This design comes from an exercise in tuning for small area, a short achievable clock period and few clock cycles per item on the open sky130 flow, not from production work.
RTL that was checked went through simulation tests only; none was proved equivalent to the original.
The RTL of run 3 was laid out without a check of its function.

$ cat config.mk
export PLATFORM = sky130hd
export DESIGN_NAME = pfs_softdec
export DESIGN_NICKNAME = pfs_softdec
export VERILOG_FILES = /design/flow/design.v
export SDC_FILE = /design/flow/constraint.sdc
export NUM_CORES = 4
export LEC_CHECK = 0
export CAP_MARGIN = 20
export CORE_MARGIN = 2
export CORE_UTILIZATION = 40
export SLEW_MARGIN = 20
$ cat constraint.sdc
create_clock -name core_clock -period 14.0 [get_ports {clk}]
set_input_delay 2.8000 -clock core_clock [delete_from_list [all_inputs] [get_ports {clk}]]
set_output_delay 2.8000 -clock core_clock [all_outputs]
set_load 0.01 [all_outputs]
$ cat design.v
module pfs_softdec (
  input  wire        clk,
  input  wire        rst,
  input  wire        cmd_valid,
  output wire        cmd_ready,
  input  wire [15:0] cmd_len,
  input  wire [2:0]  cmd_ed,
  input  wire [1:0]  cmd_inner,
  input  wire [1:0]  cmd_outer,
  input  wire        in_valid,
  output wire        in_ready,
  input  wire [7:0]  in_data,
  output reg         out_valid,
  input  wire        out_ready,
  output reg  [7:0]  out_data,
  output reg         res_valid,
  output reg         res_ok
);
  reg        busy;
  reg [2:0]  ed_r;
  reg        inner_h, outer_h;
  wire       mlm = inner_h | outer_h;      
  wire       hdm = inner_h & outer_h;      
  assign cmd_ready = ~busy;
  wire   cmd_take  = cmd_valid & ~busy;
  reg    start;                   
  reg        in_ready_r;
  assign in_ready = in_ready_r;
  wire   take = in_valid & in_ready_r;
  reg [7:0]  ir;
  reg        iv;
  reg [3:0]  q;
  reg [2:0]  q_cnt;
  wire       q_has = (q_cnt != 3'd0);
  wire       q_out = q[q_cnt[1:0] - 2'd1];
  wire       q_deq;
  reg [6:0]  kh;          
  reg        cmp;         
  reg        cmp2;        
  reg [5:0]  lo [0:7];
  reg [4:0]  hi [0:7];
  reg        cy [0:7];
  reg [13:0] sf [0:3];    
  wire       fire_a = cmp & ~cmp2 & (q_cnt == 3'd0) & ~start;
  wire       nib_wr = cmp2 & ~start;
  wire [7:0] sg;
  assign sg[0] = 1'b0;
  assign sg[1] = kh[0] | kh[2] | kh[3] | kh[6];
  assign sg[2] = kh[0] | kh[1] | kh[3] | kh[5];
  assign sg[3] = kh[1] | kh[2] | kh[5] | kh[6];
  assign sg[4] = kh[0] | kh[1] | kh[2] | kh[4];
  assign sg[5] = kh[1] | kh[3] | kh[4] | kh[6];
  assign sg[6] = kh[2] | kh[3] | kh[4] | kh[5];
  assign sg[7] = kh[0] | kh[4] | kh[5] | kh[6];
  wire [7:0] ue = {~ir[7], ir[6:0]};      
  wire       st = iv & kh[0];             
  function [6:0] radd6(input [5:0] x, input [5:0] y, input ci);
    integer i;
    reg c;
    begin
      c = ci;
      for (i = 0; i < 6; i = i + 1) begin
        radd6[i] = x[i] ^ y[i] ^ c;
        c = (x[i] & y[i]) | (x[i] & c) | (y[i] & c);
      end
      radd6[6] = c;
    end
  endfunction
  function [4:0] radd5(input [4:0] x, input [4:0] y, input ci);
    integer i;
    reg c;
    begin
      c = ci;
      for (i = 0; i < 5; i = i + 1) begin
        radd5[i] = x[i] ^ y[i] ^ c;
        c = (x[i] & y[i]) | (x[i] & c) | (y[i] & c);
      end
    end
  endfunction
  integer a;
  reg [6:0]  lo_n [0:7];
  reg [4:0]  hi_n [0:7];
  always @(*) begin
    for (a = 0; a < 8; a = a + 1) begin : accn
      reg [7:0] op;
      reg [5:0] lb;
      reg [4:0] hb;
      op = sg[a] ? ~ue : ue;
      lb = st ? ((a == 0) ? 6'd3 : 6'h3F) : lo[a];
      hb = st ? ((a == 0) ? 5'd0 : 5'h1F) : hi[a];
      lo_n[a] = radd6(lb, op[5:0], sg[a]);
      hi_n[a] = radd5(hb, {{3{op[7]}}, op[7:6]}, cy[a] & ~st);
    end
  end
  function [13:0] leaf(input [5:0] l, input [4:0] h, input c, input [2:0] ai);
    reg [4:0] th;
    reg [3:0] dd;
    begin
      th = h + {4'd0, c};
      dd = {^(ai & 3'b111), ^(ai & 3'b110), ^(ai & 3'b101), ^(ai & 3'b011)};
      leaf = {{th[3:0], l} ^ {10{th[4]}}, th[4] ? dd : ~dd};
    end
  endfunction
  function [13:0] best(input [13:0] x, input [13:0] y);
    best = ({y[13:4], ~y[3:0]} > {x[13:4], ~x[3:0]}) ? y : x;
  endfunction
  reg [13:0] lf [0:7];
  integer b;
  always @(*)
    for (b = 0; b < 8; b = b + 1)
      lf[b] = leaf(lo[b], hi[b], cy[b], b[2:0]);
  wire [13:0] f0  = best(sf[0], sf[1]);
  wire [13:0] f1  = best(sf[2], sf[3]);
  wire [13:0] fw  = best(f0, f1);
  wire [3:0]  nib = fw[3:0];
  reg [2:0]  j;
  reg [3:0]  hd;
  reg [2:0]  syn;
  reg [3:0]  q2;
  reg [2:0]  q2_cnt;
  wire       q2_deq;
  wire       hd_go = hdm & q_has & ((j != 3'd6) | (q2_cnt == 3'd0));
  function [2:0] xcol(input [2:0] kk);
    case (kk)
      3'd0: xcol = 3'b111;
      3'd1: xcol = 3'b110;
      3'd2: xcol = 3'b101;
      3'd3: xcol = 3'b011;
      3'd4: xcol = 3'b100;
      3'd5: xcol = 3'b010;
      default: xcol = 3'b001;
    endcase
  endfunction
  wire [2:0] syn_n = syn ^ (q_out ? xcol(j) : 3'b000);
  reg  [3:0] hd_fix;
  always @(*) begin
    case (syn_n)
      3'b011:  hd_fix = hd ^ 4'b0001;
      3'b101:  hd_fix = hd ^ 4'b0010;
      3'b110:  hd_fix = hd ^ 4'b0100;
      3'b111:  hd_fix = hd ^ 4'b1000;
      default: hd_fix = hd;
    endcase
  end
  reg [6:0]  sreg;
  reg [2:0]  bitcnt;
  reg [15:0] bc;
  reg        kph;
  reg        done;
  reg [31:0] crc;
  reg        ok;
  reg [2:0]  vpos;
  reg        cwpar;
  wire       fb_v = hdm ? (q2_cnt != 3'd0) : q_has;
  wire       fb_b = hdm ? q2[3] : q_out;
  wire       fgo  = fb_v & (done | ~((bitcnt == 3'd7) & ~kph & out_valid));
  wire       fuse = fgo & ~done;
  assign q2_deq = hdm & fgo;
  assign q_deq  = hdm ? hd_go : fgo;
  wire       ed_chk  = (ed_r == 3'd2);
  wire       ed_crc  = ed_r[2] | (ed_r == 3'd3);
  wire       inv     = kph & (ed_r == 3'd6);
  wire       fbk     = crc[31] ^ fb_b ^ inv;
  reg [31:0] poly;
  always @(*) begin
    case (ed_r)
      3'd3:    poly = 32'h07000000;
      3'd4:    poly = 32'h10210000;
      3'd5:    poly = 32'h864CFB00;
      default: poly = 32'h04C11DB7;
    endcase
  end
  wire [31:0] crc_step = {crc[30:0], 1'b0} ^ (fbk ? poly : 32'h0);
  wire [7:0]  byte_now = {sreg, fb_b};
  wire        byte_end = fuse & (bitcnt == 3'd7);
  wire        bc_last  = (bc == 16'd1);
  function [2:0] key_len(input [2:0] e);
    case (e)
      3'd2, 3'd3: key_len = 3'd1;
      3'd4:       key_len = 3'd2;
      3'd5:       key_len = 3'd3;
      3'd6:       key_len = 3'd4;
      default:    key_len = 3'd0;
    endcase
  endfunction
  function [31:0] crc_init(input [2:0] e);
    case (e)
      3'd4:    crc_init = 32'hFFFF0000;
      3'd5:    crc_init = 32'hB704CE00;
      3'd6:    crc_init = 32'hFFFFFFFF;
      default: crc_init = 32'h00000000;
    endcase
  endfunction
  wire in_done = ~mlm | ((vpos == 3'd0) & ~cwpar);
  wire finish  = busy & ~start & done & in_done & ~out_valid;
  wire       busy_n = cmd_take | (busy & ~finish);
  wire       iv_n   = take & mlm;
  wire [6:0] kh_n   = start ? 7'b0000001 : (iv ? {kh[5:0], kh[6]} : kh);
  wire       cmp2_n = fire_a;
  reg  [2:0] q_cnt_n;
  always @(*) begin
    if (start)             q_cnt_n = {2'b00, take & ~mlm};
    else if (nib_wr)       q_cnt_n = 3'd4;
    else if (take & ~mlm)  q_cnt_n = q_cnt + {2'b00, ~q_deq};
    else                   q_cnt_n = q_cnt - {2'b00, q_deq};
  end
  wire kin0_n = iv_n ? kh_n[6] : kh_n[0];
  wire in_ready_n = cmd_take |
                    (busy & ~finish & (mlm ? (~kin0_n | ((q_cnt_n == 3'd0) & ~cmp2_n))
                                           : (q_cnt_n != 3'd4)));
  always @(posedge clk) begin
    ir <= take ? in_data : 8'h80;
    for (a = 0; a < 8; a = a + 1) begin
      lo[a] <= lo_n[a][5:0];
      cy[a] <= lo_n[a][6];
      hi[a] <= hi_n[a];
    end
    sf[0] <= best(lf[0], lf[1]);
    sf[1] <= best(lf[2], lf[3]);
    sf[2] <= best(lf[4], lf[5]);
    sf[3] <= best(lf[6], lf[7]);
    if (rst) begin
      busy       <= 1'b0;
      start      <= 1'b0;
      in_ready_r <= 1'b0;
      out_valid  <= 1'b0;
      res_valid  <= 1'b0;
      iv         <= 1'b0;
      cmp        <= 1'b0;
      cmp2       <= 1'b0;
      q_cnt      <= 3'd0;
      q2_cnt     <= 3'd0;
      done       <= 1'b1;
    end else begin
      busy       <= busy_n;
      start      <= cmd_take;
      in_ready_r <= in_ready_n;
      iv         <= iv_n;
      kh         <= kh_n;
      cmp2       <= cmp2_n;
      q_cnt      <= q_cnt_n;
      res_valid  <= finish;
      if (finish)
        res_ok <= ed_chk ? (crc[31:24] == 8'h00) : ok;
      if (byte_end & ~kph) begin
        out_valid <= 1'b1;
        out_data  <= byte_now;
      end else if (out_ready)
        out_valid <= 1'b0;
      if (cmd_take) begin
        ed_r    <= cmd_ed;
        inner_h <= (cmd_inner == 2'd2);
        outer_h <= (cmd_outer == 2'd2);
        bc      <= cmd_len;
      end
      if (nib_wr)
        q <= nib;
      else if (take & ~mlm)
        q <= {q[2:0], in_data[7]};
      if (start) begin
        cmp     <= 1'b0;
        j       <= 3'd0;
        syn     <= 3'd0;
        q2_cnt  <= 3'd0;
        bitcnt  <= 3'd0;
        kph     <= 1'b0;
        done    <= 1'b0;
        crc     <= crc_init(ed_r);
        ok      <= 1'b1;
        vpos    <= {2'b00, take};
        cwpar   <= 1'b0;
      end else begin
        if (take) vpos <= vpos + 3'd1;
        if (iv & kh[6]) begin
          cmp   <= 1'b1;
          cwpar <= ~cwpar;
        end else if (fire_a)
          cmp   <= 1'b0;
        if (hd_go) begin
          if (j[2] == 1'b0) hd <= {hd[2:0], q_out};
          if (j == 3'd6) begin
            j   <= 3'd0;
            syn <= 3'd0;
            q2  <= hd_fix;
          end else begin
            j   <= j + 3'd1;
            syn <= syn_n;
          end
        end
        if (hd_go & (j == 3'd6))
          q2_cnt <= 3'd4;
        else if (q2_deq) begin
          q2_cnt <= q2_cnt - 3'd1;
          q2     <= {q2[2:0], 1'b0};
        end
        if (fuse) begin
          sreg   <= byte_now[6:0];
          bitcnt <= bitcnt + 3'd1;
          if (ed_crc) crc <= crc_step;
          if (kph & ed_crc & fbk) ok <= 1'b0;
          if (byte_end) begin
            if (ed_chk) crc[31:24] <= crc[31:24] + byte_now;
            if (bc_last) begin
              if (~kph & (key_len(ed_r) != 3'd0)) begin
                kph <= 1'b1;
                bc  <= {13'd0, key_len(ed_r)};
              end else
                done <= 1'b1;
            end else
              bc <= bc - 16'd1;
          end
        end
      end
    end
  end
endmodule
$ cat run.sh
#!/bin/bash
# synth_recipe.tcl (not shown) runs the flow's synth.tcl, then flattens the netlist and writes it again
# the make line also repeats each setting of config.mk as NAME=value (left out here)
make -C /OpenROAD-flow-scripts/flow DESIGN_CONFIG=/design/flow/config.mk WORK_HOME=/design/flow/orfs CLKGATE_MAP_FILE= SYNTH_SCRIPT=/design/flow/synth_recipe.tcl finish
==> insert_results.sql, run 1 <==
INSERT INTO impl_metrics (metric_group, metric, value, unit) VALUES
('sta', 'worst_hold_slack', '0.480', 'ns'),
('yosys', 'syn_nets', '1929', ''),
('place', 'place.gp.congestion', '0.840', ''),
('yosys', 'number_of_synthesized_register_bits', '273', ''),
('final_layout', 'insertedDiodeCount', '0', ''),
('yosys', 'mappedNetlistArea', '0.0168', 'sq mm'),
('min_path', 'class_of_the_most_critical_hold_timing_path', 'reg -> reg', ''),
('sta', 'timing.setup.tns', '0', 'ns'),
('place', 'dpl_cell_area', '0.0179', 'sq mm'),
('die', 'die_x', '209', 'um'),
('setup_path', 'endpoint_class_of_the_critical_path', 'flop', ''),
('final_layout', 'fin_area', '0.0191', 'sq mm'),
('cts', 'numCtsBuffers', '31', ''),
('sta', 'timing_worst_slew_pin_value', '0.985', 'ns'),
('cts', 'cts-resized-gates', '0', ''),
('cts', 'worstSkewPairLatency', '0.57', 'ns'),
('grt', 'grt_pass1_vias', '11900', ''),
('final_layout', 'mostFrequentLayoutCell', 'sky130_fd_sc_hd__dfxtp_1', ''),
('setup_path', 'regToRegSetupSlack', '9.90', 'ns'),
('yosys', 'synthDominantCellAreaShare', '0.202', ''),
('yosys', 'yosys_warning_count', '8', ''),
('detailed_routing', 'wl', '37.4', 'mm'),
('sta', 'final_min_period_over_clock_period', '0.350', ''),
('setup_path', 'r2r_cells', '8', ''),
('status', 'status', 'timing/DRC/antenna clean', ''),
('final_layout', 'num-nets-final', '1965', ''),
('yosys', 'synth_edf_count', '103', ''),
('cts', 'cts_htree_levels', '1', ''),
('grt', 'global_route.overflow_total', '0', ''),
('sta', 'unrepaired_setup_endpoints_after_global_routing', 'no', ''),
('setup_path', 'worst-endpoint-required', '14.50', 'ns'),
('min_path', 'timing.hold.worst_endpoint', 'hd[3]$_DFFE_PP_', ''),
('die', 'row_count', '75', ''),
('cts', 'tritoncts', 'built', ''),
('cts', 'cts.sinks', '273', ''),
('die', 'dieHeight', '209', 'um'),
('yosys', 'syn-instance-count', '1689', ''),
('sta', 'fmax', '204', 'MHz'),
('yosys', 'unique_cell_type_count_in_the_yosys_netlist', '70', ''),
('detailed_routing', 'drtIter0Drc', '672', ''),
('yosys', 'synth_top_flop_cell', 'sky130_fd_sc_hd__dfxtp_1', ''),
('sta', 'timing.slew.headroom', '0.340', ''),
('setup_path', 'critPathArrivalTime', '5.40', 'ns'),
('setup_path', 'setup.worst_path.start', 'in_valid', ''),
('die', 'die-area', '0.0437', 'sq mm'),
('setup_path', 'crit-reg2reg-capture', 'lo[3][5]$_DFF_P_', ''),
('detailed_routing', 'drc_errors', '0', ''),
('yosys', 'post_synth.cell_area_avg', '9.95', 'sq um'),
('final_layout', 'most-common-layout-cells', 'sky130_fd_sc_hd__dfxtp_1, sky130_fd_sc_hd__ha_1, sky130_fd_sc_hd__xnor2_1', ''),
('setup_path', 'worst-path-max-fanout', '10', ''),
('min_path', 'hold_depth', '0', ''),
('grt', 'grt_max_degree', '51', ''),
('cts', 'cts_post_setup_buffers_inserted', '0', ''),
('yosys', 'synth_area_leader_cell', 'sky130_fd_sc_hd__dfxtp_1', ''),
('cts', 'clk_root_buffer_cell', 'sky130_fd_sc_hd__clkbuf_16', ''),
('grt', 'grt_pass1_wl', '62.0', 'mm'),
('setup_path', 'worstReg2RegStart', 'kh[0]$_DFFE_PN_', ''),
('cts', 'cts.hold.buffers_added', '0', ''),
('final_layout', 'final_layout_size_suffix_gt1_frac', '0.0595', ''),
('cts', 'worst_setup_hold_path_clk_slew', '0.06', 'ns'),
('yosys', 'yosysSeqAreaShare', '0.386', ''),
('sta', 'post-route-min-period', '4.90', 'ns'),
('detailed_routing', 'drt-pass1-iter-count', '5', '');
-- critical path, stage by stage --
cell                              delay [ns]
sky130_fd_sc_hd__clkdlybuf4s50_1        0.65
sky130_fd_sc_hd__nand3_1                0.19
sky130_fd_sc_hd__ha_1                   0.32
sky130_fd_sc_hd__inv_1                  0.06
sky130_fd_sc_hd__ha_1                   0.13
sky130_fd_sc_hd__inv_1                  0.05
sky130_fd_sc_hd__fa_1                   0.50
sky130_fd_sc_hd__inv_1                  0.04
sky130_fd_sc_hd__o21ai_0                0.22
sky130_fd_sc_hd__a21oi_1                0.10
sky130_fd_sc_hd__a21oi_1                0.15
sky130_fd_sc_hd__nor2_1                 0.05
sky130_fd_sc_hd__o22ai_1                0.13
-- per-layer routing --
layer,wire length (um),global-route usage
met5,0,0
met4,788,0.0485
met3,1300,0.0209
met2,17000,0.281
met1,18300,0.245
-- worst max-delay path by stage --
stage | to | slack, ns | cells past startpoint
finish | in_ready_r$_SDFF_PP0_ | 9.10 | 13
global placement | in_ready_r$_SDFF_PP0_ | 8.54 | 13
floorplan | crc[0]$_DFFE_PP_ | 8.73 | 2
detailed placement | in_ready_r$_SDFF_PP0_ | 8.52 | 13
CTS | in_ready_r$_SDFF_PP0_ | 9.12 | 13
global route | in_ready_r$_SDFF_PP0_ | 8.94 | 13
-- synth_stat cells (14+ instances only) --
library cell                 n
sky130_fd_sc_hd__o21a_1     19
sky130_fd_sc_hd__a21oi_1    81
sky130_fd_sc_hd__o21ai_0   103
sky130_fd_sc_hd__nor2_1    104
sky130_fd_sc_hd__nand2b_1   85
sky130_fd_sc_hd__and2_1     15
sky130_fd_sc_hd__xor2_1     81
sky130_fd_sc_hd__fa_1       74
sky130_fd_sc_hd__nor2b_1    22
sky130_fd_sc_hd__mux2i_1    23
sky130_fd_sc_hd__xnor2_1   124
sky130_fd_sc_hd__ha_1      130
sky130_fd_sc_hd__nand2_1   119
sky130_fd_sc_hd__edfxtp_1  103
sky130_fd_sc_hd__clkbuf_1   60
sky130_fd_sc_hd__inv_1     109
sky130_fd_sc_hd__nor3_1     26
sky130_fd_sc_hd__and3_1     14
sky130_fd_sc_hd__nand3_1    42
sky130_fd_sc_hd__dfxtp_1   170
-- metrics by stage --
step | utilization | setup slack [ns] | cells
floorplan | - | 8.73 | 1689
global placement | 0.429 | 8.54 | 2231
detailed placement | 0.429 | 8.52 | 2231
CTS | 0.457 | 9.12 | 2288
global route | 0.457 | 8.94 | 2288
finish | 0.457 | 9.10 | 2288
-- cell type report --
cell class                 instances  share of cell area
multi-input combinational       1232               0.504
sequential                       273               0.340
clock buffer                      35              0.0441
timing repair buffer              76              0.0362
tap                              539              0.0353
inverter                         111              0.0218
clock inverter                    22              0.0188
-- cells by family (layout without fill, tap and decap cells) --
group | after synthesis | count (layout) | share of synthesized area
flops | 273 | 273 | 0.386
simple gates | 488 | 488 | 0.148
xor+xnor | 206 | 206 | 0.108
mux | 26 | 26 | 0.0170
compound gates | 308 | 308 | 0.114
buf+inv | 184 | 244 | 0.0417
fa+ha+maj | 204 | 204 | 0.185
-- state kept, by name, summed over array words and instances, names as in the netlist, 3 cells and up --
register and flops:
j 3, q_cnt 3, crc 32, bc 16, syn 3, q2 4, q 4, lo 48
ed_r 3, hd 4, bitcnt 3, sreg 7, hi 40, ir 8, vpos 3, out_data 8
q2_cnt 3, kh 7, sf 51, cy 8
Testbench counts, summed over its fixed seeds: cycles 79,864, items 4,540.
==> run 2, diff against run 1 <==
--- a/design.v
+++ b/design.v
@@ -105,4 +105,11 @@
     best = ({y[13:4], ~y[3:0]} > {x[13:4], ~x[3:0]}) ? y : x;
   endfunction
+  function [13:0] best1(input [13:0] x, input [13:0] y);
+    reg ylt;
+    begin
+      ylt  = (x[3] ^ x[2] ^ y[3] ^ y[2]) ? ~y[3] : ~y[2];
+      best1 = ({y[13:4], ylt} > {x[13:4], 1'b0}) ? y : x;
+    end
+  endfunction
   reg [13:0] lf [0:7];
   integer b;
@@ -198,15 +205,18 @@
   wire [6:0] kh_n   = start ? 7'b0000001 : (iv ? {kh[5:0], kh[6]} : kh);
   wire       cmp2_n = fire_a;
+  wire [2:0] q_rem = q_cnt - {2'b00, q_deq};
+  wire [2:0] q_inc = q_cnt + {2'b00, ~q_deq};
+  wire       tk_bit = take & ~mlm;
   reg  [2:0] q_cnt_n;
   always @(*) begin
-    if (start)             q_cnt_n = {2'b00, take & ~mlm};
-    else if (nib_wr)       q_cnt_n = 3'd4;
-    else if (take & ~mlm)  q_cnt_n = q_cnt + {2'b00, ~q_deq};
-    else                   q_cnt_n = q_cnt - {2'b00, q_deq};
+    if (start)        q_cnt_n = {2'b00, tk_bit};
+    else if (nib_wr)  q_cnt_n = 3'd4;
+    else              q_cnt_n = tk_bit ? q_inc : q_rem;
   end
-  wire kin0_n = iv_n ? kh_n[6] : kh_n[0];
-  wire in_ready_n = cmd_take |
-                    (busy & ~finish & (mlm ? (~kin0_n | ((q_cnt_n == 3'd0) & ~cmp2_n))
-                                           : (q_cnt_n != 3'd4)));
+  wire q0_n  = start | (~nib_wr & (q_rem == 3'd0));
+  wire ml_ok = q0_n & ~fire_a;
+  wire rdy0  = mlm ? (~kh_n[0] | ml_ok) : (start | (q_rem != 3'd4));
+  wire rdy1  = mlm ? (~kh_n[6] | ml_ok) : (start | (q_inc != 3'd4));
+  wire in_ready_n = cmd_take | (busy & ~finish & (take ? rdy1 : rdy0));
   always @(posedge clk) begin
     ir <= take ? in_data : 8'h80;
@@ -216,8 +226,8 @@
       hi[a] <= hi_n[a];
     end
-    sf[0] <= best(lf[0], lf[1]);
-    sf[1] <= best(lf[2], lf[3]);
-    sf[2] <= best(lf[4], lf[5]);
-    sf[3] <= best(lf[6], lf[7]);
+    sf[0] <= best1(lf[0], lf[1]);
+    sf[1] <= best1(lf[2], lf[3]);
+    sf[2] <= best1(lf[4], lf[5]);
+    sf[3] <= best1(lf[6], lf[7]);
     if (rst) begin
       busy       <= 1'b0;
@@ -226,88 +236,87 @@
       out_valid  <= 1'b0;
       res_valid  <= 1'b0;
-      iv         <= 1'b0;
-      cmp        <= 1'b0;
-      cmp2       <= 1'b0;
-      q_cnt      <= 3'd0;
-      q2_cnt     <= 3'd0;
-      done       <= 1'b1;
     end else begin
       busy       <= busy_n;
       start      <= cmd_take;
       in_ready_r <= in_ready_n;
-      iv         <= iv_n;
-      kh         <= kh_n;
-      cmp2       <= cmp2_n;
-      q_cnt      <= q_cnt_n;
       res_valid  <= finish;
-      if (finish)
-        res_ok <= ed_chk ? (crc[31:24] == 8'h00) : ok;
-      if (byte_end & ~kph) begin
+      if (byte_end & ~kph)
         out_valid <= 1'b1;
-        out_data  <= byte_now;
-      end else if (out_ready)
+      else if (out_ready)
         out_valid <= 1'b0;
-      if (cmd_take) begin
-        ed_r    <= cmd_ed;
-        inner_h <= (cmd_inner == 2'd2);
-        outer_h <= (cmd_outer == 2'd2);
-        bc      <= cmd_len;
-      end
-      if (nib_wr)
-        q <= nib;
-      else if (take & ~mlm)
-        q <= {q[2:0], in_data[7]};
-      if (start) begin
-        cmp     <= 1'b0;
-        j       <= 3'd0;
-        syn     <= 3'd0;
-        q2_cnt  <= 3'd0;
-        bitcnt  <= 3'd0;
-        kph     <= 1'b0;
-        done    <= 1'b0;
-        crc     <= crc_init(ed_r);
-        ok      <= 1'b1;
-        vpos    <= {2'b00, take};
-        cwpar   <= 1'b0;
-      end else begin
-        if (take) vpos <= vpos + 3'd1;
-        if (iv & kh[6]) begin
-          cmp   <= 1'b1;
-          cwpar <= ~cwpar;
-        end else if (fire_a)
-          cmp   <= 1'b0;
-        if (hd_go) begin
-          if (j[2] == 1'b0) hd <= {hd[2:0], q_out};
-          if (j == 3'd6) begin
-            j   <= 3'd0;
-            syn <= 3'd0;
-            q2  <= hd_fix;
-          end else begin
-            j   <= j + 3'd1;
-            syn <= syn_n;
-          end
-        end
-        if (hd_go & (j == 3'd6))
-          q2_cnt <= 3'd4;
-        else if (q2_deq) begin
-          q2_cnt <= q2_cnt - 3'd1;
-          q2     <= {q2[2:0], 1'b0};
+    end
+    iv    <= iv_n;
+    kh    <= kh_n;
+    cmp2  <= cmp2_n;
+    q_cnt <= q_cnt_n;
+    if (finish)
+      res_ok <= ed_chk ? (crc[31:24] == 8'h00) : ok;
+    if (byte_end & ~kph)
+      out_data <= byte_now;
+    if (cmd_take) begin
+      ed_r    <= cmd_ed;
+      inner_h <= (cmd_inner == 2'd2);
+      outer_h <= (cmd_outer == 2'd2);
+      bc      <= cmd_len;
+    end
+    if (nib_wr)
+      q <= nib;
+    else if (take & ~mlm)
+      q <= {q[2:0], in_data[7]};
+    if (rst)
+      done <= 1'b1;
+    else if (start)
+      done <= 1'b0;
+    else if (byte_end & bc_last & (kph | (key_len(ed_r) == 3'd0)))
+      done <= 1'b1;
+    if (start) begin
+      cmp     <= 1'b0;
+      j       <= 3'd0;
+      syn     <= 3'd0;
+      q2_cnt  <= 3'd0;
+      bitcnt  <= 3'd0;
+      kph     <= 1'b0;
+      crc     <= crc_init(ed_r);
+      ok      <= 1'b1;
+      vpos    <= {2'b00, take};
+      cwpar   <= 1'b0;
+    end else begin
+      if (take) vpos <= vpos + 3'd1;
+      if (iv & kh[6]) begin
+        cmp   <= 1'b1;
+        cwpar <= ~cwpar;
+      end else if (fire_a)
+        cmp   <= 1'b0;
+      if (hd_go) begin
+        if (j[2] == 1'b0) hd <= {hd[2:0], q_out};
+        if (j == 3'd6) begin
+          j   <= 3'd0;
+          syn <= 3'd0;
+          q2  <= hd_fix;
+        end else begin
+          j   <= j + 3'd1;
+          syn <= syn_n;
         end
-        if (fuse) begin
-          sreg   <= byte_now[6:0];
-          bitcnt <= bitcnt + 3'd1;
-          if (ed_crc) crc <= crc_step;
-          if (kph & ed_crc & fbk) ok <= 1'b0;
-          if (byte_end) begin
-            if (ed_chk) crc[31:24] <= crc[31:24] + byte_now;
-            if (bc_last) begin
-              if (~kph & (key_len(ed_r) != 3'd0)) begin
-                kph <= 1'b1;
-                bc  <= {13'd0, key_len(ed_r)};
-              end else
-                done <= 1'b1;
-            end else
-              bc <= bc - 16'd1;
-          end
+      end
+      if (hd_go & (j == 3'd6))
+        q2_cnt <= 3'd4;
+      else if (q2_deq) begin
+        q2_cnt <= q2_cnt - 3'd1;
+        q2     <= {q2[2:0], 1'b0};
+      end
+      if (fuse) begin
+        sreg   <= byte_now[6:0];
+        bitcnt <= bitcnt + 3'd1;
+        if (ed_crc) crc <= crc_step;
+        if (kph & ed_crc & fbk) ok <= 1'b0;
+        if (byte_end) begin
+          if (ed_chk) crc[31:24] <= crc[31:24] + byte_now;
+          if (bc_last) begin
+            if (~kph & (key_len(ed_r) != 3'd0)) begin
+              kph <= 1'b1;
+              bc  <= {13'd0, key_len(ed_r)};
+            end
+          end else
+            bc <= bc - 16'd1;
         end
       end
==> flow/run.sh (new file) <==
#!/bin/bash
set -o pipefail
export BUFFER_PORTS_ARGS="-buffer_cell sky130_fd_sc_hd__buf_2"
bash standard.sh > standard.log 2>&1
==> standard.sh (new file) <==
#!/bin/bash
# synth_recipe.tcl (not shown) runs the flow's synth.tcl, then flattens the netlist and writes it again
# the make line also repeats each setting of config.mk as NAME=value (left out here)
make -C /OpenROAD-flow-scripts/flow DESIGN_CONFIG=/design/flow/config.mk WORK_HOME=/design/flow/orfs CLKGATE_MAP_FILE= SYNTH_SCRIPT=/design/flow/synth_recipe.tcl "${@:-finish}"
removed: run.sh
==> run 2 against run 1 <==
Hold slack got worse by 0.025 ns. Setup slack improved by 0.73 ns. Clock skew decreased by 0.0043 ns. Non-clock buffer count decreased by 1. Synthesized cell count increased by 2.4%. Die area about the same. Area after synthesis about the same. Utilization decreased by 0.44 points.
==> insert_results.sql, run 2 <==
INSERT INTO impl_metrics (metric_group, metric, value, unit) VALUES
('sta', 'timing_worst_slew_pin_value', '1.06', 'ns'),
('cts', 'numCtsBuffers', '34', ''),
('yosys', 'yosys_warning_count', '8', ''),
('final_layout', 'largest_register_ff_count', '51', ''),
('place', 'post_dp_hpwl', '27.6', 'mm'),
('detailed_routing', 'vias', '12300', ''),
('die', 'die_x', '209', 'um'),
('detailed_routing', 'avgViaCountPerCell', '5.26', ''),
('yosys', 'synth-async-reset-ratio', '0', ''),
('setup_path', 'critPathArrivalTime', '4.49', 'ns'),
('sta', 'unrepaired_setup_endpoints_after_global_routing', 'no', ''),
('detailed_routing', 'drt-pass1-iter-count', '5', ''),
('sta', 'slew_violations', '0', ''),
('cts', 'cts.sinks', '273', ''),
('yosys', 'yosysSeqAreaShare', '0.365', ''),
('detailed_routing', 'drtIter0Drc', '763', ''),
('sta', 'setup_violations', '0', ''),
('setup_path', 'worst-endpoint-required', '14.31', 'ns'),
('place', 'place.gp.congestion', '0.813', ''),
('cts', 'clk_path_buf_depth', '3', ''),
('final_layout', 'insertedDiodeCount', '0', ''),
('cts', 'worst_setup_hold_path_clk_slew', '0.06', 'ns'),
('yosys', 'post_synth.cell_area_avg', '9.71', 'sq um'),
('setup_path', 'crit_path_frequent_cell', 'sky130_fd_sc_hd__o31ai_1', ''),
('cts', 'cts-resized-gates', '0', ''),
('run', 'drv_cap', '0', ''),
('grt', 'antenna_found_initial', '0', ''),
('yosys', 'synth_top_flop_cell', 'sky130_fd_sc_hd__dfxtp_1', ''),
('grt', 'grt_usage', '0.175', ''),
('die', 'row_count', '75', ''),
('die', 'dieHeight', '209', 'um'),
('final_layout', 'finish.cell_count_without_fillers', '2331', ''),
('sta', 'timing.setup.tns', '0', 'ns'),
('place', 'placed_cells', '2268', ''),
('detailed_routing', 'detail_route.wl_per_cell', '16.2', 'um'),
('setup_path', 'worst-setup-path-type', 'reg -> reg', ''),
('yosys', 'mappedNetlistArea', '0.0168', 'sq mm'),
('cts', 'cts.hold.buffers_added', '0', ''),
('detailed_routing', 'wl', '37.7', 'mm'),
('grt', 'global_route.overflow_total', '0', ''),
('setup_path', 'start_kind', 'flop', ''),
('setup_path', 'crit_path_cell_trace', 'inv_1, ha_1, nand4_1, nor3_1, o31ai_1, a32oi_1, buf_4, mux2i_1, ha_1, a21oi_1, a21oi_1, o31ai_1, a31oi_1, and2_1, o31ai_1', ''),
('cts', 'tritoncts', 'built', ''),
('final_layout', 'registers.top_by_ff_count', 'sf', ''),
('yosys', 'number_of_synthesized_register_bits', '273', ''),
('grt', 'grt_pass1_wl', '62.4', 'mm'),
('sta', 'fin_skew', '0.0153', 'ns'),
('yosys', 'unique_cell_type_count_in_the_yosys_netlist', '80', ''),
('place', 'placement.setup.worst_slack', '9.40', 'ns'),
('setup_path', 'worst-path-max-fanout', '13', ''),
('sta', 'fmax', '240', 'MHz'),
('final_layout', 'area_growth_synth_to_finish', '12.3', '%'),
('final_layout', 'most-common-layout-cells', 'sky130_fd_sc_hd__dfxtp_1, sky130_fd_sc_hd__ha_1, sky130_fd_sc_hd__nor2_1', ''),
('sta', 'final_min_period_over_clock_period', '0.298', ''),
('sta', 'timing.slew.headroom', '0.290', ''),
('final_layout', 'final_layout_size_suffix_gt1_frac', '0.102', ''),
('setup_path', 'crit_slowest_cell', 'sky130_fd_sc_hd__a32oi_1', ''),
('yosys', 'syn-instance-count', '1730', ''),
('setup_path', 'regToRegSetupSlack', '9.83', 'ns'),
('die', 'boundaryPins', '49', ''),
('status', 'status', 'timing/DRC/antenna clean', ''),
('die', 'die-area', '0.0437', 'sq mm'),
('yosys', 'synth_edf_count', '66', ''),
('grt', 'grt_pass1_vias', '12200', ''),
('min_path', 'class_of_the_most_critical_hold_timing_path', 'reg -> reg', ''),
('sta', 'post-route-worst-setup-slack', '9.83', 'ns'),
('place', 'port_buffers', '48', ''),
('yosys', 'syn_nets', '1959', ''),
('cts', 'cts_htree_levels', '2', ''),
('setup_path', 'endpoint_class_of_the_critical_path', 'flop', ''),
('die', 'initial_util', '0.403', ''),
('yosys', 'most_frequent_cells_after_synthesis', 'sky130_fd_sc_hd__dfxtp_1, sky130_fd_sc_hd__ha_1, sky130_fd_sc_hd__nor2_1, sky130_fd_sc_hd__inv_1, sky130_fd_sc_hd__nand2_1', ''),
('yosys', 'post_synth_main_area_contributors', 'sky130_fd_sc_hd__dfxtp_1, sky130_fd_sc_hd__edfxtp_1, sky130_fd_sc_hd__ha_1', ''),
('grt', 'grt_max_degree', '76', ''),
('cts', 'cts_post_setup_buffers_inserted', '0', ''),
('yosys', 'most_instantiated_library_cell_after_synthesis', 'sky130_fd_sc_hd__dfxtp_1', ''),
('yosys', 'synth_area_leader_cell', 'sky130_fd_sc_hd__dfxtp_1', ''),
('detailed_routing', 'postRouteAntennaNets', '0', ''),
('final_layout', 'mostFrequentLayoutCell', 'sky130_fd_sc_hd__dfxtp_1', ''),
('setup_path', 'cp_slowest_stage_delay', '0.73', 'ns'),
('sta', 'finalHoldViolations', '0', ''),
('final_layout', 'biggestRegsByFlops', 'sf: 51 flops, lo: 48 flops, hi: 40 flops', ''),
('detailed_routing', 'drc_errors', '0', ''),
('die', 'core_area', '0.0417', 'sq mm'),
('cts', 'worstSkewPairLatency', '0.52', 'ns'),
('cts', 'clk_root_buffer_cell', 'sky130_fd_sc_hd__clkbuf_16', ''),
('sta', 'post-route-min-period', '4.17', 'ns'),
('yosys', 'synthDominantCellAreaShare', '0.247', ''),
('final_layout', 'num-nets-final', '1995', '');
## run 2: changes by cell type in the layout (fill, tap and decap cells not counted), sizes merged, moves of 16 or more
cell           before  now
clkdlybuf4s50      48    0
buf                28   75
mux2i              24   65
dfxtp             170  207
edfxtp            103   66
xnor2             125   93
a21oi              81  102
xor2               81   98
nor3               26   42
## run 2: cell families after synthesis
group / after synthesis / share of synthesized area
adder cells (fa/ha/maj): 193 / 0.176
buffers and inverters: 191 / 0.0440
XOR/XNOR: 191 / 0.100
AND/OR/NAND/NOR: 490 / 0.151
AO/OA/AOI/OAI: 323 / 0.122
multiplexers: 69 / 0.0428
flip-flops: 273 / 0.365
## run 2: worst paths after layout
path / start / endpoint / cells after the start
min: ok$_SDFFE_PP1P_ / ok$_SDFFE_PP1P_ / 2
max reg2reg: sf[2][11]$_DFF_P_ / q[3]$_DFFE_PP_ / 15
min reg2reg: ok$_SDFFE_PP1P_ / ok$_SDFFE_PP1P_ / 2
max: sf[2][11]$_DFF_P_ / q[3]$_DFFE_PP_ / 15
## run 2: layout make-up
class	instances	area, sq um
multi-input cells	1266	9960
flip-flops and latches	273	6130
repair buffers	75	440
fillers	3942	22800
inverters	116	435
well taps	539	674
clock buffers	43	958
clock inverters	19	275
## run 2: per-stage QoR
step	util	hold WS, ns	instance area [sq um]
global route	0.453	0.490	18900
floorplan	-	0.417	16800
CTS	0.452	0.452	18900
global placement	0.423	0.430	17600
detailed placement	0.423	0.443	17600
finish	0.453	0.455	18900
## run 2: critical path: cells and delay by family, from the launching register on
family                   cells  cell delay, ns
AO/OA/AOI/OAI                7            1.81
AND/OR/NAND/NOR              3            0.63
adder cells (fa/ha/maj)      2            0.59
buffers and inverters        2            0.37
flip-flops                   1            0.30
multiplexers                 1            0.26
## run 2: metal layers
| metal | GRT usage | share of wire | up-vias |
|---|---|---|---|
| met3 | 0.0240 | 0.041 | 46 |
| li1 | - | - | 6075 |
| met1 | 0.235 | 0.46 | 5877 |
| met4 | 0.0470 | 0.020 | 0 |
| met5 | 0 | 0 | - |
| met2 | 0.295 | 0.48 | 254 |
Testbench counts of run 2, summed over its fixed seeds: cycles 79,864, items 4,540.
==> run 3, diff against run 2 <==
--- a/design.v
+++ b/design.v
@@ -54,5 +54,5 @@
   assign sg[7] = kh[0] | kh[4] | kh[5] | kh[6];
   wire [7:0] ue = {~ir[7], ir[6:0]};      
-  wire       st = iv & kh[0];             
+  reg        st;                          
   function [6:0] radd6(input [5:0] x, input [5:0] y, input ci);
     integer i;
@@ -248,4 +248,5 @@
     iv    <= iv_n;
     kh    <= kh_n;
+    st    <= iv_n & kh_n[0];
     cmp2  <= cmp2_n;
     q_cnt <= q_cnt_n;
@@ -254,5 +255,5 @@
     if (byte_end & ~kph)
       out_data <= byte_now;
-    if (cmd_take) begin
+    if (~busy) begin
       ed_r    <= cmd_ed;
       inner_h <= (cmd_inner == 2'd2);
==> run 3 against run 2 <==
Still clean. Non-clock buffer count down 6. Final area is 0.92% lower. Setup slack got worse by 0.27 ns. Clock-buffer cell count down 5. First-iteration DRC count down 23%. Utilization up 0.29 points. Flip-flop and latch count is 1 higher. Clock skew is 0.0015 ns lower.
==> insert_results.sql, run 3 <==
INSERT INTO impl_metrics (metric_group, metric, value, unit) VALUES
('status', 'status', 'timing/DRC/antenna clean', ''),
('grt', 'grt_max_degree', '97', ''),
('min_path', 'class_of_the_most_critical_hold_timing_path', 'reg -> reg', ''),
('grt', 'global_route.overflow_total', '0', ''),
('cts', 'numCtsBuffers', '34', ''),
('die', 'initial_util', '0.408', ''),
('yosys', 'mappedNetlistArea', '0.0167', 'sq mm'),
('final_layout', 'largest_register_ff_count', '51', ''),
('final_layout', 'finish.cell_count_without_fillers', '2292', ''),
('detailed_routing', 'postRouteAntennaNets', '0', ''),
('detailed_routing', 'drc_errors', '0', ''),
('die', 'row_count', '74', ''),
('final_layout', 'final_layout_size_suffix_gt1_frac', '0.126', ''),
('yosys', 'yosysSeqAreaShare', '0.368', ''),
('final_layout', 'most-common-layout-cells', 'sky130_fd_sc_hd__dfxtp_1, sky130_fd_sc_hd__ha_1, sky130_fd_sc_hd__inv_1', ''),
('sta', 'timing_worst_slew_pin_value', '1.04', 'ns'),
('sta', 'setup_violations', '0', ''),
('die', 'die-area', '0.0435', 'sq mm'),
('setup_path', 'crit_slowest_cell', 'sky130_fd_sc_hd__dfxtp_1', ''),
('setup_path', 'critPathArrivalTime', '1.65', 'ns'),
('grt', 'grt_pass1_vias', '12200', ''),
('sta', 'worst_hold_slack', '0.467', 'ns'),
('cts', 'worst_setup_hold_path_clk_slew', '0.06', 'ns'),
('detailed_routing', 'drt-pass1-iter-count', '6', ''),
('grt', 'grt_usage', '0.171', ''),
('yosys', 'post_synth_main_area_contributors', 'sky130_fd_sc_hd__dfxtp_1, sky130_fd_sc_hd__edfxtp_1, sky130_fd_sc_hd__ha_1', ''),
('cts', 'cts_post_setup_buffers_inserted', '0', ''),
('sta', 'unrepaired_setup_endpoints_after_global_routing', 'no', ''),
('yosys', 'synth_top_flop_cell', 'sky130_fd_sc_hd__dfxtp_1', ''),
('sta', 'fmax', '225', 'MHz'),
('final_layout', 'insertedDiodeCount', '0', ''),
('yosys', 'synth-async-reset-ratio', '0', ''),
('yosys', 'post_synth.cell_area_avg', '9.84', 'sq um'),
('cts', 'tritoncts', 'built', ''),
('place', 'port_buffers', '48', ''),
('final_layout', 'biggestRegsByFlops', 'sf: 51 flops, lo: 48 flops, hi: 40 flops', ''),
('place', 'placed_cells', '2229', ''),
('final_layout', 'fillers', '3881', ''),
('detailed_routing', 'avgViaCountPerCell', '5.16', ''),
('yosys', 'syn_nets', '1928', ''),
('final_layout', 'area_growth_synth_to_finish', '11.8', '%'),
('final_layout', 'registers.top_by_ff_count', 'sf', ''),
('setup_path', 'crit_path_cell_trace', 'inv_1, buf_2', ''),
('run', 'drv_cap', '0', ''),
('place', 'post_dp_hpwl', '26.0', 'mm'),
('cts', 'clk_root_buffer_cell', 'sky130_fd_sc_hd__clkbuf_16', ''),
('yosys', 'most_instantiated_library_cell_after_synthesis', 'sky130_fd_sc_hd__dfxtp_1', ''),
('sta', 'finalHoldViolations', '0', ''),
('cts', 'cts_htree_levels', '2', ''),
('setup_path', 'worst-setup-path-type', 'reg -> out', ''),
('detailed_routing', 'vias', '11800', ''),
('die', 'boundaryPins', '49', ''),
('detailed_routing', 'detail_route.wl_per_cell', '15.8', 'um'),
('die', 'die_x', '208', 'um'),
('setup_path', 'worst-endpoint-required', '11.20', 'ns'),
('cts', 'cts.sinks', '274', ''),
('cts', 'worstSkewPairLatency', '0.52', 'ns'),
('sta', 'fin_skew', '0.0138', 'ns'),
('yosys', 'synth_area_leader_cell', 'sky130_fd_sc_hd__dfxtp_1', ''),
('final_layout', 'num-nets-final', '1963', ''),
('cts', 'cts-resized-gates', '0', ''),
('setup_path', 'cp_slowest_stage_delay', '0.58', 'ns'),
('yosys', 'synth_edf_count', '66', ''),
('sta', 'timing.slew.headroom', '0.308', ''),
('setup_path', 'endpoint_class_of_the_critical_path', 'primary output', ''),
('cts', 'clk_path_buf_depth', '3', ''),
('sta', 'post-route-min-period', '4.45', 'ns'),
('die', 'core_area', '0.0410', 'sq mm'),
('sta', 'final_min_period_over_clock_period', '0.318', ''),
('yosys', 'unique_cell_type_count_in_the_yosys_netlist', '80', ''),
('yosys', 'most_frequent_cells_after_synthesis', 'sky130_fd_sc_hd__dfxtp_1, sky130_fd_sc_hd__ha_1, sky130_fd_sc_hd__inv_1, sky130_fd_sc_hd__nor2_1, sky130_fd_sc_hd__xor2_1', ''),
('sta', 'timing.setup.tns', '0', 'ns'),
('final_layout', 'mostFrequentLayoutCell', 'sky130_fd_sc_hd__dfxtp_1', ''),
('detailed_routing', 'wl', '36.1', 'mm'),
('yosys', 'yosys_warning_count', '8', ''),
('setup_path', 'start_kind', 'flop', ''),
('die', 'dieHeight', '208', 'um'),
('grt', 'grt_pass1_wl', '61.0', 'mm'),
('yosys', 'syn-instance-count', '1699', ''),
('place', 'place.gp.congestion', '0.806', ''),
('yosys', 'synthDominantCellAreaShare', '0.249', ''),
('setup_path', 'worst-path-max-fanout', '9', ''),
('cts', 'cts.hold.buffers_added', '0', ''),
('sta', 'slew_violations', '0', ''),
('grt', 'antenna_found_initial', '0', ''),
('detailed_routing', 'drtIter0Drc', '589', ''),
('yosys', 'number_of_synthesized_register_bits', '274', '');
[run 3: cell count changes after synthesis, sizes merged, moves of 9 or more]
cell,delta
and2,-12
or2,+55
nor3,-9
nand2b,-42
buf,-11
a31o,-14
o21a,+9
o21ai,-20
a21oi,-28
xor2,+11
[run 3: layout make-up]
cell class | count | area [sq um] | area share
tap | 532 | 666 | 0.0356
inverter | 122 | 458 | 0.0245
clock buffer | 38 | 940 | 0.0503
timing repair buffer | 69 | 405 | 0.0217
sequential | 274 | 6150 | 0.329
clock inverter | 24 | 273 | 0.0146
multi-input combinational | 1233 | 9810 | 0.525
[run 3: worst max-delay path: cells and delay by family (launching register included)]
| family | cells | cell delay (ns) |
|---|---|---|
| flops | 1 | 0.58 |
| buf+inv | 2 | 0.54 |
[run 3: worst paths after layout]
check                                 startpoint         endpoint  slack (ns)  cells past startpoint
worst min-delay path             ok$_SDFFE_PP1P_  ok$_SDFFE_PP1P_        0.47                      2
worst max register to register  sf[0][4]$_DFF_P_   q[0]$_DFFE_PP_        9.82                     15
worst max-delay path             busy$_SDFF_PP0_        cmd_ready        9.55                      2
worst min register to register   ok$_SDFFE_PP1P_  ok$_SDFFE_PP1P_        0.47                      2
[run 3: cells by family (layout without fill, tap and decap cells)]
| group | count (synthesis) | count (layout) | share of synthesized area |
|---|---|---|---|
| buffers and inverters | 192 | 253 | 0.0478 |
| flip-flops | 274 | 274 | 0.368 |
| AO/OA/AOI/OAI | 272 | 272 | 0.105 |
| multiplexers | 59 | 59 | 0.0369 |
| XOR/XNOR | 206 | 206 | 0.111 |
| AND/OR/NAND/NOR | 503 | 503 | 0.155 |
| adder cells (fa/ha/maj) | 193 | 193 | 0.177 |
[run 3: through the flow]
step / util / cell area [sq um] / setup WS (ns)
4_1_cts: 0.455 / 18700 / 9.55
5_1_grt: 0.456 / 18700 / 9.46
6_report: 0.456 / 18700 / 9.55
3_5_place_dp: 0.425 / 17500 / 9.46
3_3_place_gp: 0.425 / 17500 / 9.48
2_1_floorplan: - / 16700 / 9.84
[run 3: layer usage]
metal  GRT usage  share of wire  up-vias
met5           0              0        -
met4      0.0506          0.022        0
met3      0.0217          0.033       52
met2       0.273           0.45      202
met1       0.241           0.50     5685
li1            -              -     5895

-- re-timing with driven ports --
No port has a modelled driver above. Below, the same layouts with a new extraction and two added sets of constraints. Step 1: set_driving_cell puts a clkbuf_16 on clk and a buf_2 on each other input, an assumption about the parent block. Step 2 moves the port delays by t, midway between the first and last clock arrival at a register: inputs arrive t later, outputs are due t later. That takes back most of the time a late clock gives input paths. Three values: no drivers, after step 1, after step 2; two values: the first two.
| run | shift t [ns] | slack for setup (ns) | worst setup path at the end | latest minus earliest clock arrival (ns) |
|---|---|---|---|---|
| run 1 | 0.618 | 9.103 / 9.127 / 8.509 | input to register | 0.021 / 0.022 |
| run 2 | 0.570 | 9.830 / 9.830 / 9.410 | input to register | 0.017 / 0.017 |
| run 3 | 0.565 | 9.555 / 9.505 / 9.432 | input to register | 0.015 / 0.015 |
After both steps every run listed still meets setup and hold. For run 1, which loses most, drivers alone change the setup slack by +0.024 ns; drivers and shift together by -0.594 ns.
